Source: an optimization exercise on an open RTL-to-GDS flow (aim: small area, a short achievable clock period and few clock cycles). Production flows keep margins and buffers that such runs may drop. Where RTL was checked, it was by simulation tests only, not by an equivalence proof against the original. Power figures rest on the tool's default switching activity, not on a simulated workload. The clock port is modelled as an ideal driver; clocking choices that lean on that would not hold on a real chip.

== rev 12 ==
// kiri_tx_encoder
module kiri_tx_encoder (
    input  wire       clk,
    input  wire       rst,           
    input  wire       start,
    output wire       start_ready,
    input  wire [7:0] dst,
    input  wire [7:0] src,
    input  wire [8:0] len,           
    input  wire       in_valid,
    output wire       in_ready,
    input  wire [7:0] in_data,
    output wire       out_valid,
    input  wire       out_ready,
    output wire [7:0] out_data
);
For scale: about 3400 cells after synthesis, about 0.055 sq mm of cells after synthesis.
==> flow/config.mk <==
export PLATFORM = sky130hd
export DESIGN_NAME = kiri_tx_encoder
export DESIGN_NICKNAME = kiri_tx_encoder
export VERILOG_FILES = /design/flow/design.v
export SDC_FILE = /design/flow/constraint.sdc
export NUM_CORES = 4
export LEC_CHECK = 0
export CAP_MARGIN = 20
export CORE_MARGIN = 2
export CORE_UTILIZATION = 60
export PLACE_DENSITY = 0.7
export SLEW_MARGIN = 20
==> flow/constraint.sdc <==
create_clock -name core_clock -period 12.0 [get_ports {clk}]
set_input_delay 2.4000 -clock core_clock [delete_from_list [all_inputs] [get_ports {clk}]]
set_output_delay 2.4000 -clock core_clock [all_outputs]
set_load 0.01 [all_outputs]
standard.sh (not shown) runs the stock make flow with config.mk's settings and CLKGATE_MAP_FILE= SYNTH_SCRIPT=/design/flow/synth_recipe.tcl, a recipe that flattens the netlist after the stock synthesis.
==> flow/flow/run.sh <==
#!/bin/bash
# Own layout flow: the standard ORFS flow (standard.sh), with the standard
# synthesis run unchanged, then the layout steps run with our own port-buffer
# cell, clock-tree settings and a tighter setup target for timing repair.
# Each make run's full output goes to its own log file in the work folder.
set -euo pipefail
cd "$(dirname "$0")/.."

bash standard.sh synth > make_synth.log 2>&1

bash standard.sh \
  "BUFFER_PORTS_ARGS=-buffer_cell sky130_fd_sc_hd__buf_2" \
  "CTS_ARGS=-sink_clustering_enable -repair_clock_nets -sink_clustering_size 32 -sink_clustering_max_diameter 60 -buf_list sky130_fd_sc_hd__clkbuf_16" \
  "SETUP_SLACK_MARGIN=8.5" \
  finish > make_layout.log 2>&1
Here is what was changed in the inputs of rev 13 compared with rev 12.
--- a/flow/design.v
+++ b/flow/design.v
@@ -103,13 +103,16 @@
     endfunction
     wire [8:0] fo   = first_one(zv);
     wire [7:0] code = fo[7:0];
     reg        ov;                   
     reg  [7:0] od;                   
     reg  [7:0] od_n;                 
-    wire rd       = h_at0 && !emp && (!ov || out_ready) && !(s0[8] && !s0[0] && o_at0);
+    reg        sv;                   
+    reg  [7:0] sd;
+    wire rd       = h_at0 && !emp && !sv && !(s0[8] && !s0[0] && o_at0);
+    wire adv      = !ov || out_ready;    
     wire [7:0] rd_byte = !s0[8] ? s0[7:0] : (s0[0] ? 8'h00 : code);
     assign out_valid = ov;
     assign out_data  = od;
     reg  [2:0] q;                    
     reg        pend_n;               
     reg  [7:0] dst_r;
@@ -188,14 +191,15 @@
         if (ins && !split) begin
             if (q == Q_DST)
                 crc <= crc16_byte(16'hFFFF, raw);
             else if (q == Q_SRC || q == Q_PAY)
                 crc <= crc16_byte(crc, raw);
         end
-        od <= rd ? rd_byte : ~od_n;
-        if (rd) od_n <= ~rd_byte;
+        od <= adv ? (sv ? sd : rd_byte) : ~od_n;
+        if (adv) od_n <= ~(sv ? sd : rd_byte);
+        if (rd && !adv) sd <= rd_byte;
     end
     always @(posedge clk) begin
         if (rst) begin
             hoff   <= 8'd0;
             toff   <= 8'd0;
             ooff   <= 8'd0;
@@ -203,12 +207,13 @@
             emp    <= 1'b1;
             full   <= 1'b0;
             h_at0  <= 1'b1;
             t_at0  <= 1'b1;
             o_at0  <= 1'b0;
             ov     <= 1'b0;
+            sv     <= 1'b0;
             q      <= Q_IDLE;
             pend_n <= 1'b1;
             owe    <= 9'd0;
             run    <= 8'd0;
             split  <= 1'b0;
             hv     <= 1'b0;
@@ -227,13 +232,18 @@
                 emp  <= 1'b0;
                 full <= !emp && (hoff == 8'd1);
             end else if (rd && !ins) begin
                 emp  <= (toff == 8'd1);
                 full <= 1'b0;
             end
-            ov <= rd || (ov && !out_ready);
+            if (adv) begin
+                ov <= sv || rd;
+                sv <= 1'b0;
+            end else if (rd) begin
+                sv <= 1'b1;
+            end
             pend_n <= pend_n_n;
             q      <= q_n;
             owe    <= owe_n;
             hv     <= hv_n;
             split  <= split_n;
             if (ins) run <= (n_bound || split) ? 8'd0 : run + 8'd1;
Results
- Rev 13 finished every stage and its layout cleared the timing, DRC and antenna checks.
- [compare] base=rev 12 new=rev 13: highest clock rate went up about 1.8%, estimated wirelength of the detail-placed design went down 9.7%, cell count went up 1.0%.
- Rev 12 → rev 13: relative contribution of sequential cells to total power went up, die area went up, synthesized cell count went up, final routed wirelength across all metal layers went down.
Testbench counts of rev 13, summed over its fixed seeds: cycles 24,994.
For rev 12, only the layout was checked, not whether the RTL still works.

---

## v6
kiri_tx_encoder, a different RTL version from the one above (not shown whole).
Size: ~3,400 cells after synthesis, ~2,400 flip-flops, roughly 55,000 µm² of cells after synthesis.
export LEC_CHECK = 0
export CAP_MARGIN = 20
export CORE_MARGIN = 2
export CORE_UTILIZATION = 60
export PLACE_DENSITY = 0.7
export SLEW_MARGIN = 20
create_clock -name core_clock -period 12.0 [get_ports {clk}]
Scripts as last shown in full above: flow/flow/run.sh
diff inputs: v6 => v7
--- a/flow/design.v
+++ b/flow/design.v
@@ -97,25 +97,24 @@
                 i7[7*n +: 7] = a6[2*n] ? {1'b0, i6[12*n +: 6]} : {1'b1, i6[12*n+6 +: 6]};
             end
             a8 = a7[0] | a7[1];
             i8 = a7[0] ? {1'b0, i7[6:0]} : {1'b1, i7[13:7]};
             first_one = {a8, i8};
         end
     endfunction
     wire [8:0] fo   = first_one(zv);
     wire [7:0] code = fo[7:0];
     reg        ov;                   
     reg  [7:0] od;                   
-    reg        sv;                   
-    reg  [7:0] sd;
-    wire rd       = h_at0 && !emp && !sv && !(s0[8] && !s0[0] && o_at0);
+    reg  [7:0] od_n;                 
+    wire rd       = h_at0 && !emp && (!ov || out_ready) && !(s0[8] && !s0[0] && o_at0);
     wire [7:0] rd_byte = !s0[8] ? s0[7:0] : (s0[0] ? 8'h00 : code);
     assign out_valid = ov;
     assign out_data  = od;
     reg  [2:0] q;                    
     reg        pend_n;               
     reg  [7:0] dst_r;
     reg  [7:0] src_r;
     reg  [8:0] owe;                  
     reg  [15:0] crc;
     reg  [7:0] run;                  
     reg  [1:0] hc;                   
@@ -186,40 +185,38 @@
             else            h1 <= in_data;
         end
         if (start && srdy) begin
             dst_r <= dst;
             src_r <= src;
         end
         if (ins) begin
             if (q == Q_PAY && !split) crc <= crc16_byte(crc, h0);
             else if (q == Q_DST && !split) crc <= crc16_byte(16'hFFFF, dst_r);
             else if (q == Q_SRC && !split) crc <= crc16_byte(crc, src_r);
         end
-        if (rd && !(ov && !out_ready)) od <= rd_byte;
-        else if (!ov || out_ready) od <= sd;
-        if (rd && ov && !out_ready) sd <= rd_byte;
+        od <= rd ? rd_byte : ~od_n;
+        if (rd) od_n <= ~rd_byte;
     end
     always @(posedge clk) begin
         if (rst) begin
             hoff   <= 8'd0;
             toff   <= 8'd0;
             ooff   <= 8'd0;
             open   <= 1'b0;
             emp    <= 1'b1;
             full   <= 1'b0;
             h_at0  <= 1'b1;
             t_at0  <= 1'b1;
             o_at0  <= 1'b0;
             split  <= 1'b0;
             ov     <= 1'b0;
-            sv     <= 1'b0;
             q      <= Q_IDLE;
             pend_n <= 1'b1;
             owe    <= 9'd0;
             srdy   <= 1'b1;
             run    <= 8'd0;
             hc     <= 2'd0;
             in_rdy <= 1'b0;
         end else begin
             hoff  <= emp ? (ins ? 8'd255 : 8'd0) :
                      rd ? 8'd0 : hoff - 8'd1;
             h_at0 <= emp ? !ins : (rd || hoff == 8'd1);
@@ -228,28 +225,23 @@
             ooff  <= (ins && n_open) ? 8'd255 : ooff - 8'd1;
             o_at0 <= (ins && n_bound) ? 1'b0 : (open && ooff == 8'd1);
             if (ins && n_bound) open <= n_open;
             if (ins && !rd) begin
                 emp  <= 1'b0;
                 full <= !emp && (hoff == 8'd1);
             end else if (rd && !ins) begin
                 emp  <= (toff == 8'd1);
                 full <= 1'b0;
             end
             if (ins) split <= !n_bound && !split && (run == 8'd253);
-            if (!ov || out_ready) begin
-                ov <= sv || rd;
-                sv <= 1'b0;
-            end else if (rd) begin
-                sv <= 1'b1;
-            end
+            ov <= rd || (ov && !out_ready);
             if (start && srdy) pend_n <= 1'b0;
             owe    <= owe_n;
             hc     <= hc_n;
             in_rdy <= (owe_n != 9'd0) && (hc_n != 2'd2);
             srdy <= pend_n_n && (q_n != Q_PAY);
             if (ins) begin
                 run <= (n_bound || split) ? 8'd0 : run + 8'd1;
                 if (!split) begin
                     case (q)
                         Q_IDLE:  q <= Q_DST;
                         Q_DST:   q <= Q_SRC;
==> comparison <==
On area share of and/or/nand/nor cells after synthesis: between v6 and v7, it ends up higher for v7. Post-synthesis instance area across v6 and v7: no real change. Of v6 and v7, the run reporting the higher synthesized instance count was v7. Summary: with v6 as the reference, maximum number of pins on one net before global-route repair in v7 moved down by a few percent. The share of total power in combinational logic on v7 is in line with that on v6. Cmp v6 and v7 / via count / higher: v7. sky130_fd_sc_hd__edfxtp_1 as the critical path's slowest cell was reported by v6, and sky130_fd_sc_hd__dfxtp_4 by v7. Area taken by flip-flops and latches: v7 vs v6 — no meaningful difference.
No run of this note included a check of the RTL's function; only the layout flow was run.

---

Setup of AL:
kiri_tx_encoder with an RTL version that a note above also has.
Size in the first run: ~3,400 cells after synthesis, roughly 0.055 mm2 of cells after synthesis.
export LEC_CHECK = 0
export CAP_MARGIN = 20
export CORE_MARGIN = 2
export CORE_UTILIZATION = 60
export PLACE_DENSITY = 0.7
export SLEW_MARGIN = 20
create_clock -name core_clock -period 12.0 [get_ports {clk}]
==> flow/flow/run.sh <==
#!/bin/bash
# Own layout flow: the standard ORFS flow (standard.sh), with the standard
# synthesis run unchanged, then the layout steps run with our own port-buffer
# cell, clock-tree settings and a tighter setup target for timing repair.
# Each make run's full output goes to its own log file in the work folder.
set -euo pipefail
cd "$(dirname "$0")/.."

bash standard.sh synth > make_synth.log 2>&1

bash standard.sh \
  "BUFFER_PORTS_ARGS=-buffer_cell sky130_fd_sc_hd__buf_2" \
  "CTS_ARGS=-sink_clustering_enable -repair_clock_nets -sink_clustering_size 32 -sink_clustering_max_diameter 80 -dont_use_dummy_load -buf_list sky130_fd_sc_hd__clkbuf_16" \
  "SETUP_SLACK_MARGIN=8.5" \
  finish > make_layout.log 2>&1
What MS does differently from AL at the input level:
-- flow/design.v --
<<< AL, line 33
        end
    endfunction
    reg  [9*256-1:0] ring;           
    wire [8:0]       s0 = ring[8:0];
    reg  [7:0] hoff;                 
>>> MS, line 33
        end
    endfunction
    reg  [9*255-1:0] ring;           
    wire [8:0]       s0 = ring[8:0];
    reg  [7:0] hoff;                 
<<< AL, line 107
    reg  [7:0] od;                   
    reg  [7:0] od_n;                 
    wire rd       = h_at0 && !emp && (!ov || out_ready) && !(s0[8] && !s0[0] && o_at0);
    wire [7:0] rd_byte = !s0[8] ? s0[7:0] : (s0[0] ? 8'h00 : code);
    assign out_valid = ov;
>>> MS, line 107
    reg  [7:0] od;                   
    reg  [7:0] od_n;                 
    reg        sv;                   
    reg  [7:0] sd;
    wire rd       = h_at0 && !emp && !sv && !(s0[8] && !s0[0] && o_at0);
    wire adv      = !ov || out_ready;    
    wire [7:0] rd_byte = !s0[8] ? s0[7:0] : (s0[0] ? 8'h00 : code);
    assign out_valid = ov;
<<< AL, line 157
    wire [8:0] owe_n = take ? owe - 9'd1 : ((start && srdy) ? len : owe);
    wire split_n = ins ? (!n_bound && !split && (run == 8'd253)) : split;
    reg  [2:0] q_n;
    reg        pend_n_n;
>>> MS, line 160
    wire [8:0] owe_n = take ? owe - 9'd1 : ((start && srdy) ? len : owe);
    wire split_n = ins ? (!n_bound && !split && (run == 8'd253)) : split;
    wire n_close = ins && (n_bound || split_n);          
    reg  [2:0] q_n;
    reg        pend_n_n;
<<< AL, line 178
    end
    always @(posedge clk) begin
        ring <= {ins ? n_slot : s0, ring[9*256-1:9]};
    end
    always @(posedge clk) begin
>>> MS, line 182
    end
    always @(posedge clk) begin
        ring <= {ins ? n_slot : s0, ring[9*255-1:9]};
    end
    always @(posedge clk) begin
<<< AL, line 192
                crc <= crc16_byte(crc, raw);
        end
        od <= rd ? rd_byte : ~od_n;
        if (rd) od_n <= ~rd_byte;
    end
    always @(posedge clk) begin
>>> MS, line 196
                crc <= crc16_byte(crc, raw);
        end
        od <= adv ? (sv ? sd : rd_byte) : ~od_n;
        if (adv) od_n <= ~(sv ? sd : rd_byte);
        if (rd && !adv) sd <= rd_byte;
    end
    always @(posedge clk) begin
<<< AL, line 207
            o_at0  <= 1'b0;
            ov     <= 1'b0;
            q      <= Q_IDLE;
            pend_n <= 1'b1;
>>> MS, line 212
            o_at0  <= 1'b0;
            ov     <= 1'b0;
            sv     <= 1'b0;
            q      <= Q_IDLE;
            pend_n <= 1'b1;
<<< AL, line 216
            srdy   <= 1'b1;
        end else begin
            hoff  <= emp ? (ins ? 8'd255 : 8'd0) :
                     rd ? 8'd0 : hoff - 8'd1;
            h_at0 <= emp ? !ins : (rd || hoff == 8'd1);
            toff  <= (ins || emp) ? 8'd0 : toff - 8'd1;
            t_at0 <= ins || emp || (toff == 8'd1);
            ooff  <= (ins && n_open) ? 8'd255 : ooff - 8'd1;
            o_at0 <= (ins && n_bound) ? 1'b0 : (open && ooff == 8'd1);
            if (ins && n_bound) open <= n_open;
            if (ins && !rd) begin
                emp  <= 1'b0;
>>> MS, line 222
            srdy   <= 1'b1;
        end else begin
            hoff  <= emp ? (ins ? 8'd254 : 8'd0) :
                     rd ? 8'd0 : (h_at0 ? 8'd254 : hoff - 8'd1);
            h_at0 <= emp ? !ins : (rd || hoff == 8'd1);
            toff  <= (ins || emp) ? 8'd0 : (t_at0 ? 8'd254 : toff - 8'd1);
            t_at0 <= ins || emp || (toff == 8'd1);
            ooff  <= (ins && n_open) ? 8'd254 :
                     (ooff == 8'd0) ? 8'd254 : ooff - 8'd1;
            o_at0 <= n_close ? 1'b0 : (open && ooff == 8'd1);
            if (n_close) open <= ins && n_open;
            if (ins && !rd) begin
                emp  <= 1'b0;
<<< AL, line 231
                full <= 1'b0;
            end
            ov <= rd || (ov && !out_ready);
            pend_n <= pend_n_n;
            q      <= q_n;
>>> MS, line 238
                full <= 1'b0;
            end
            if (adv) begin
                ov <= sv || rd;
                sv <= 1'b0;
            end else if (rd) begin
                sv <= 1'b1;
            end
            pend_n <= pend_n_n;
            q      <= q_n;
--- outcome ---
MS finished every stage and its layout cleared the timing, DRC and antenna checks. AL | status: complete | timing, DRC, antenna: pass. Per the comparison of MS with AL, setup slack now larger, multiplexer share of the synthesized area comparable, upper clock frequency limit now larger, total routed wirelength now larger, post-synthesis adder-cell area fraction comparable. | cell total after placement | lower: AL |. Re synthesis-to-layout area growth: MS and AL aren't equal, and the lower value belongs to MS. Against AL, MS reports a relative contribution of combinational cells to total power that is lower. Looking only at overall power, and setting everything else aside, the higher value of MS and AL goes to MS. From AL to MS, remaining antenna violation count after routing did not move at all. MS and AL ended up with nearly the same parity-gate share of the synthesized area counting xor and xnor cells.
Testbench counts of MS, summed over its fixed seeds: cycles 24,986.
No functional check of the RTL was part of AL.

separate check: timing with driven ports:
Ports are ideal in the flow. The routed layouts listed here were re-timed in OpenROAD. Step 1 sets driving cells, clkbuf_16 on the clock port and buf_2 on the other inputs (assumed; they add their load-dependent delay and slew). Step 2 adds t to the input delays and takes it off the output delays; t is the mean of the earliest and latest rising clock arrival at the registers after step 1. Input paths then give back, and output paths get back, about the clock's delay inside the block. a / b / c = ideal ports / drivers / drivers and shift; a / b = the first two.
| run | shift t [ns] | setup WS [ns] | hold slack, ns | worst slew at a driven data input, ns |
|---|---|---|---|---|
| rev 12 | 0.780 | 8.305 / 8.314 / 7.546 | 0.316 / 0.316 / 0.316 | 0.07 |
| rev 13 | 0.766 | 8.370 / 8.330 / 7.617 | 0.318 / 0.318 / 0.318 | 0.09 |
| v6 | 0.760 | 8.199 / 8.133 / 7.968 | 0.319 / 0.319 / 0.319 | 0.04 |
| v7 | 0.776 | 8.369 / 8.305 / 7.640 | 0.311 / 0.311 / 0.311 | 0.08 |
| AL | 0.714 | 8.258 / 8.274 / 7.560 | 0.291 / 0.291 / 0.291 | 0.06 |
| MS | 0.721 | 8.346 / 8.380 / 7.660 | 0.277 / 0.277 / 0.277 | 0.08 |
After both steps every run listed still meets setup and hold. The setup slack of rev 12, which loses most, moves by +0.009 ns with the drivers and by -0.759 ns with both steps.
